This is an optimization exercise on Yosys and OpenROAD, whose aim is small area, a short achievable clock period and few clock cycles, not a production implementation. The RTL was checked by simulation tests, not by an equivalence proof against the original design.

==> inputs of 07-18 <==
## bvx
module bvx (
    input  wire        clk,
    input  wire        rst,          
    input  wire        req_valid,
    input  wire        req_write,
    input  wire        req_word,     
    input  wire [9:0]  req_addr,
    input  wire [31:0] req_wdata,
    output reg         rsp_valid,
    output reg         rsp_err,
    output reg  [31:0] rsp_rdata
);
export LEC_CHECK = 0
export ABC_AREA = 1
export CAP_MARGIN = 20
export CELL_PAD_IN_SITES_GLOBAL_PLACEMENT = 2
export CORE_MARGIN = 2
export CORE_UTILIZATION = 60
export PLACE_DENSITY = 0.7
export SETUP_SLACK_MARGIN = 5
export SLEW_MARGIN = 20
create_clock -name core_clock -period 10.0 [get_ports {clk}]
run.sh (not shown) runs the stock make flow with config.mk's settings and CLKGATE_MAP_FILE= SYNTH_SCRIPT=/design/flow/synth_recipe.tcl, a recipe that flattens the netlist after the stock synthesis.
==> inputs of 06-28, as changes to 07-18 <==
--- a/flow/design.v
+++ b/flow/design.v
@@ -44,28 +44,26 @@
     reg          ol_set;        
     reg [3:0]    code;
     reg          fault;
     reg [7:0]    result;
     reg [31:0]   fault_info;
     reg [8:0]    tlen;
     reg          pact;          
+    reg          pfill;         
     reg [127:0]  lreg;          
     reg [3:0]    pk;            
     reg [3:0]    lsel;          
     reg [3:0]    kl;            
     reg [3:0]    eo;            
     reg [3:0]    pm;            
     reg          pb2, pb16;     
     reg          cNW, cGap, cDP, cP;    
     reg          perr, pneg, povf, pfull;
     reg [7:0]    pe;            
     reg [127:0]  acc;
-    reg          aclr;          
-    reg          cpend;         
-    reg [3:0]    pcr;           
     wire [9:0] a      = req_addr;
     wire       a_reg  = (a[9:8] == 2'b00);
     wire       a_tin  = (a[9:8] == 2'b01);
     wire       a_tout = (a[9:8] == 2'b10);
     wire       w_ok   = ~req_word | (a[1:0] == 2'b00);
     wire acc_cmd     = a_reg & req_word & (a[7:0] == 8'h00);
     wire acc_status  = a_reg & req_word & (a[7:0] == 8'h04);
@@ -93,29 +91,20 @@
     wire        x_ok    = x_cmd & w_leg & ~(w_pt & ~w_bok);
     wire        p_start = x_ok & (w_op == 4'h9) & (tlen != 9'd0);
     wire        w_bitop   = (w_op == 4'h5) | (w_op == 4'h6) | (w_op == 4'h7) | (w_op == 4'h8);
     wire [3:0]  w_bidx    = w_bitop ? w[22:19] : w[19:16];
     wire [3:0]  w_baddr   = w_rev ? ~w_bidx : w_bidx;
     wire [2:0]  w_bpos    = w_rev ? w[18:16] : ~w[18:16];      
     wire [3:0]  w_bsel    = w_rev ? w_bidx : ~w_bidx;         
-    wire         commit_now = cpend & (pcr == 4'd0);
-    wire [127:0] sv_eff     = commit_now ? acc : sv;
-    wire [7:0]  w_byte    = sv_eff[8*w_bsel +: 8];
+    wire [7:0]  w_byte    = sv[8*w_bsel +: 8];
     wire        w_bitval  = w_byte[w_bpos];
     wire        w_setval  = (w_op == 4'h7) | ((w_op == 4'h6) & w[5]);
     wire [8:0]   lm1  = tlen - 9'd1;
-    reg          trd;           
-    reg  [3:0]   hsel;          
-    reg  [3:0]   hlo;           
-    reg          hword;         
-    wire         r_trd = req_valid & ~req_write & a_tin & w_ok;
-    wire [3:0]   rsel  = pact ? lsel : hsel;
-    wire [127:0] line  = tin[128*rsel +: 128];
-    wire [31:0]  tword = line[32*hlo[3:2] +: 32];
-    wire [31:0]  tdata = hword ? tword : {24'd0, tword[8*hlo[1:0] +: 8]};
+    wire [3:0]   rsel = pact ? lsel : a[7:4];
+    wire [127:0] line = tin[128*rsel +: 128];
     wire        last = (pk == kl);
     reg  [15:0] W, S, M, D, P, X;
     reg  [63:0] val;
     reg  [7:0]  c;
     reg         bey, d09, dAF;
     always @* begin
         for (i = 0; i < 16; i = i + 1) begin
@@ -147,28 +136,28 @@
         for (i = 0; i < 16; i = i + 1)
             if (NW[i]) lnw = i;
     end
     wire [3:0] q_g    = pb2 ? 4'd8 : 4'd2;           
     wire [3:0] eo1    = eo + 4'd1;
     wire       c_ovf  = D[eo] & (pm == q_g);
     wire       c_full = D[eo1] & (pm == ((eo == 4'd15) ? q_g - 4'd1 : q_g));
-    wire proc = pact & ~aclr;
+    wire proc = pact & ~pfill;
     wire u_err  = perr | (|errv);
     wire u_NW   = cNW  | anyNW;
     wire u_Gap  = cGap | (|gv);
     wire u_DP   = cDP  | (|DP);
     wire u_P    = cP   | (|P);
     wire u_neg  = pneg ^ (^M);
     wire u_ovf  = povf | c_ovf;
     wire u_full = pfull | c_full;
     wire [7:0] u_e = anyNW ? {pk, lnw} : pe;
     wire fin     = proc & last;
     wire p_fmt   = u_err | ~u_NW;
     wire p_dec   = ~pb2 & ~pb16;
-    wire restart = fin & ~p_fmt & ~p_dec & W[eo];
+    wire restart = fin & ~p_fmt & ~p_dec & (u_e != {kl, eo});
     wire done    = fin & ~restart;
     reg [3:0] pcode;
     always @* begin
         if (p_fmt)                         pcode = 4'd1;
         else if (p_dec)                    pcode = 4'd3;
         else if (u_ovf | (u_neg & u_full)) pcode = 4'd2;
         else if (u_neg)                    pcode = 4'd6;
@@ -208,23 +197,15 @@
         case (tk[3:0])
             4'd0, 4'd3, 4'd6, 4'd9:  tr = 2'd0;
             4'd1, 4'd4, 4'd7, 4'd10: tr = 2'd1;
             default:                 tr = 2'd2;
         endcase
     end
     wire [1:0]  gsel  = sn_bin ? tk[4:3] : tg;
-    reg  [31:0] grp;                                   
-    always @* begin
-        case (gsel)
-            2'd0:    grp = sn[127:96];
-            2'd1:    grp = sn[95:64];
-            2'd2:    grp = sn[63:32];
-            default: grp = sn[31:0];
-        endcase
-    end
+    wire [31:0] grp   = sn[32*(3 - gsel) +: 32];       
     wire [3:0]  h0 = grp[31:28], l0 = grp[27:24], h1 = grp[23:20], l1 = grp[19:16];
     wire [3:0]  h2 = grp[15:12], l2 = grp[11:8],  h3 = grp[7:4],   l3 = grp[3:0];
     reg  [15:0] hnib;
     reg  [3:0]  hsp;
     always @* begin
         case (tr)
             2'd0:    begin hnib = {h1, 4'd0, l0, h0}; hsp = 4'b0100; end
@@ -235,165 +216,137 @@
     wire [31:0] hexword;
     genvar gh;
     generate
         for (gh = 0; gh < 4; gh = gh + 1) begin : g_hex
             assign hexword[8*gh +: 8] = hsp[gh] ? 8'h20 : hex_char(hnib[4*gh +: 4]);
         end
     endgenerate
-    reg  [7:0]  bbyte;
-    always @* begin
-        case (tk[2:1])
-            2'd0:    bbyte = grp[31:24];
-            2'd1:    bbyte = grp[23:16];
-            2'd2:    bbyte = grp[15:8];
-            default: bbyte = grp[7:0];
-        endcase
-    end
+    wire [7:0]  bbyte = grp[8*(3 - tk[2:1]) +: 8];
     wire [3:0]  bnib  = tk[0] ? bbyte[3:0] : bbyte[7:4];
     wire [31:0] binword = {7'b0011000, bnib[0], 7'b0011000, bnib[1],
                            7'b0011000, bnib[2], 7'b0011000, bnib[3]};
     reg [31:0] rword, rd;
     always @* begin
         case (a[9:8])
             2'b00: begin
                 case (a[4:2])
-                    3'd1:    rword = {24'd0, fault, 3'd0, cpend ? pcr : code};
+                    3'd1:    rword = {24'd0, fault, 3'd0, code};
                     3'd2:    rword = {24'd0, result};
                     3'd3:    rword = fault_info;
                     3'd4:    rword = {23'd0, tlen};
                     3'd5:    rword = {24'd0, ol_set ? (sn_bin ? 8'd128 : 8'd47) : 8'd0};
                     default: rword = 32'h0010_0080;
                 endcase
             end
-            2'b10:   rword = sn_bin ? binword : hexword;
-            default: rword = 32'd0;
+            2'b01:   rword = line[32*a[3:2] +: 32];
+            default: rword = sn_bin ? binword : hexword;
         endcase
         if (req_word | a_reg)
             rd = rword;
         else
             rd = {24'd0, rword[8*a[1:0] +: 8]};
     end
-    reg          wp;            
-    reg  [7:0]   wp_a;
-    reg          wp_word;
-    reg  [31:0]  wp_d;
-    always @(posedge clk) begin
-        wp      <= x_tin;
-        wp_a    <= a[7:0];
-        wp_word <= req_word;
-        wp_d    <= w;
-    end
     genvar gj;
     generate
         for (gj = 0; gj < 256; gj = gj + 1) begin : g_tin
-            wire we = wp & (wp_a[7:2] == gj / 4) & (wp_word | (wp_a[1:0] == gj % 4));
+            wire we = x_tin & (a[7:2] == gj / 4) & (req_word | (a[1:0] == gj % 4));
             always @(posedge clk)
-                if (we) tin[8*gj +: 8] <= wp_word ? wp_d[8*(gj % 4) +: 8] : wp_d[7:0];
+                if (we) tin[8*gj +: 8] <= req_word ? w[8*(gj % 4) +: 8] : w[7:0];
         end
     endgenerate
-    wire sv_clr    = x_cmd & (w == 32'h1);
-    wire sv_fill   = x_cmd & (w == 32'h2);
-    wire sv_setb   = x_cmd & (w_op == 4'h4) & (w[7:5] == 3'd0);
-    wire sv_setbit = x_cmd & (w[15:6] == 10'd0) &
-                     ((w_op == 4'h6) | (((w_op == 4'h7) | (w_op == 4'h8)) & ~w[5]));
+    wire sv_clr    = x_ok & (w_op == 4'h1);
+    wire sv_fill   = x_ok & (w_op == 4'h2);
+    wire sv_setb   = x_ok & (w_op == 4'h4);
+    wire sv_setbit = x_ok & ((w_op == 4'h6) | (w_op == 4'h7) | (w_op == 4'h8));
+    wire sv_commit = pact & done & (pcode == 4'd0);
     generate
         for (gj = 0; gj < 128; gj = gj + 1) begin : g_sv
             wire bsel = (w_baddr == 15 - gj / 8);
             wire we   = bsel & (sv_setb | (sv_setbit & (w_bpos == gj % 8)));
             always @(posedge clk)
                 if (rst | sv_clr)   sv[gj] <= 1'b0;
                 else if (sv_fill)   sv[gj] <= 1'b1;
-                else if (we)         sv[gj] <= sv_setb ? w_imm[gj % 8] : w_setval;
-                else if (commit_now) sv[gj] <= acc[gj];
+                else if (sv_commit) sv[gj] <= acc_nx[gj];
+                else if (we)        sv[gj] <= sv_setb ? w_imm[gj % 8] : w_setval;
         end
     endgenerate
     always @(posedge clk) begin
-        rsp_rdata <= trd ? tdata : rd;
-        hsel      <= r_trd ? a[7:4] : 4'd0;
-        hlo       <= a[3:0];
-        hword     <= req_word;
+        rsp_rdata <= rd;
         lreg      <= line;
         if (rst) begin
             rsp_valid  <= 1'b0;
             rsp_err    <= 1'b0;
-            trd        <= 1'b0;
             code       <= 4'd0;
             fault      <= 1'b0;
             result     <= 8'd0;
             fault_info <= 32'd0;
             tlen       <= 9'd0;
             ol_set     <= 1'b0;
             pact       <= 1'b0;
             acc        <= 128'd0;
-            aclr       <= 1'b0;
-            cpend      <= 1'b0;
         end else begin
-            rsp_valid <= (req_valid & ~p_start & ~r_trd) | trd | (pact & done);
-            trd       <= r_trd;
+            rsp_valid <= (req_valid & ~p_start) | (pact & done);
             rsp_err   <= req_valid & ~legal;
             if (x_tlen) tlen <= w[8:0];
-            cpend <= 1'b0;
-            if (cpend) code <= pcr;
             if (x_fault) begin
                 fault      <= 1'b1;
                 fault_info <= w;
                 code       <= w_leg ? 4'd4 : 4'd5;
             end else if (x_ok) begin
                 case (w_op)
                     4'h3: begin result <= w_byte; code <= 4'd0; end
                     4'h5: begin result <= {7'd0, w_bitval}; code <= 4'd0; end
                     4'h1, 4'h2, 4'h4, 4'h6, 4'h7, 4'h8: code <= 4'd0;
                     4'h9: if (tlen == 9'd0) code <= 4'd1;
                     4'hA: begin
                         if (w_imm == 8'd10) begin
                             code <= 4'd3;
                         end else begin
-                            sn     <= sv_eff;
+                            sn     <= sv;
                             sn_bin <= (w_imm == 8'd2);
                             ol_set <= 1'b1;
                             code   <= 4'd0;
                         end
                     end
                     default: ;
                 endcase
             end
             if (pact) begin
                 pk    <= pk + 4'd1;
-                lsel  <= (lsel == kl) ? 4'd0 : lsel + 4'd1;
+                lsel  <= lsel + 4'd1;
                 pm    <= pm - 4'd1;
+                pfill <= 1'b0;
                 if (proc) begin
                     cNW  <= u_NW;  cGap <= u_Gap; cDP  <= u_DP;  cP   <= u_P;
                     perr <= u_err; pneg <= u_neg; povf <= u_ovf; pfull <= u_full;
                     pe   <= u_e;
                 end
                 if (done) begin
-                    pact  <= 1'b0;
-                    cpend <= 1'b1;
+                    pact <= 1'b0;
+                    code <= pcode;
                 end
-                if (fin) begin
-                    pcr   <= pcode;
+                if (restart) begin
+                    pfill <= 1'b1;
                     lsel  <= 4'd0;
                     kl    <= u_e[7:4];
                     eo    <= u_e[3:0];
                     cNW  <= 1'b0; cGap <= 1'b0; cDP <= 1'b0; cP <= 1'b0;
                     perr <= 1'b0; pneg <= 1'b0; povf <= 1'b0; pfull <= 1'b0;
                 end
-                aclr <= restart;
-                if (aclr) begin
-                    pk   <= 4'd0;
-                    pm   <= kl;
-                    lsel <= (kl == 4'd0) ? 4'd0 : 4'd1;
+                if (pfill) begin
+                    pk <= 4'd0;
+                    pm <= kl;
                 end
             end
-            acc <= (cpend | aclr) ? 128'd0 : acc_nx;
+            acc <= (done | restart) ? 128'd0 : acc_nx;
             if (p_start) begin
                 pact  <= 1'b1;
+                pfill <= 1'b0;
                 pk    <= 4'd0;
-                aclr  <= wp;
-                lsel  <= (wp | (lm1[7:4] == 4'd0)) ? 4'd0 : 4'd1;
+                lsel  <= 4'd1;
                 kl    <= lm1[7:4];
                 eo    <= lm1[3:0];
                 pm    <= lm1[7:4];
                 pb2   <= (w_imm == 8'd2);
                 pb16  <= (w_imm == 8'd16);
                 cNW  <= 1'b0; cGap <= 1'b0; cDP <= 1'b0; cP <= 1'b0;
                 perr <= 1'b0; pneg <= 1'b0; povf <= 1'b0; pfull <= 1'b0;
- ABC_AREA: 1 -> unset
- CORE_UTILIZATION: 60 -> 30
- PLACE_DENSITY: 0.7 -> 0.38
==> notes <==
06-28 passed the timing, design-rule and antenna checks. 07-18 stopped in global placement without I/O (3_1_place_gp_skip_io), error GPL-0301. Of 07-18 and 06-28, 07-18 has the higher area after synthesis (gap about 3%, measured against 06-28). In 06-28 the synthesized cell count is smaller than in 07-18, by about 30%.
Testbench counts of 07-18, summed over its fixed seeds: cycles 20,931.
Testbench counts of 06-28, summed over its fixed seeds: cycles 20,791.

-- static timing again, ports no longer ideal --
Ports are ideal in the flow. The routed layout listed here was re-timed in OpenROAD.
Step 1: set_driving_cell puts a clkbuf_16 on clk and a buf_2 on each other input, an assumption about the parent block.
Step 2 adds t to the input delays and takes it off the output delays; t is the mean of the earliest and latest rising clock arrival at the registers after step 1. Input paths then give back, and output paths get back, about the clock's delay inside the block.
Slacks: no drivers / after step 1 / after step 2; pairs: no drivers / after step 1.
run: 06-28
shift t [ns]: 1.030
slack for setup (ns): 4.868 / 4.736 / 3.706
slew at the worst register clock pin (ns): 0.07 / 0.07
worst slew at a driven data input, ns: 0.36
After both steps 06-28 still meets setup and hold. For 06-28, drivers alone change the setup slack by -0.132 ns; drivers and shift together by -1.162 ns.
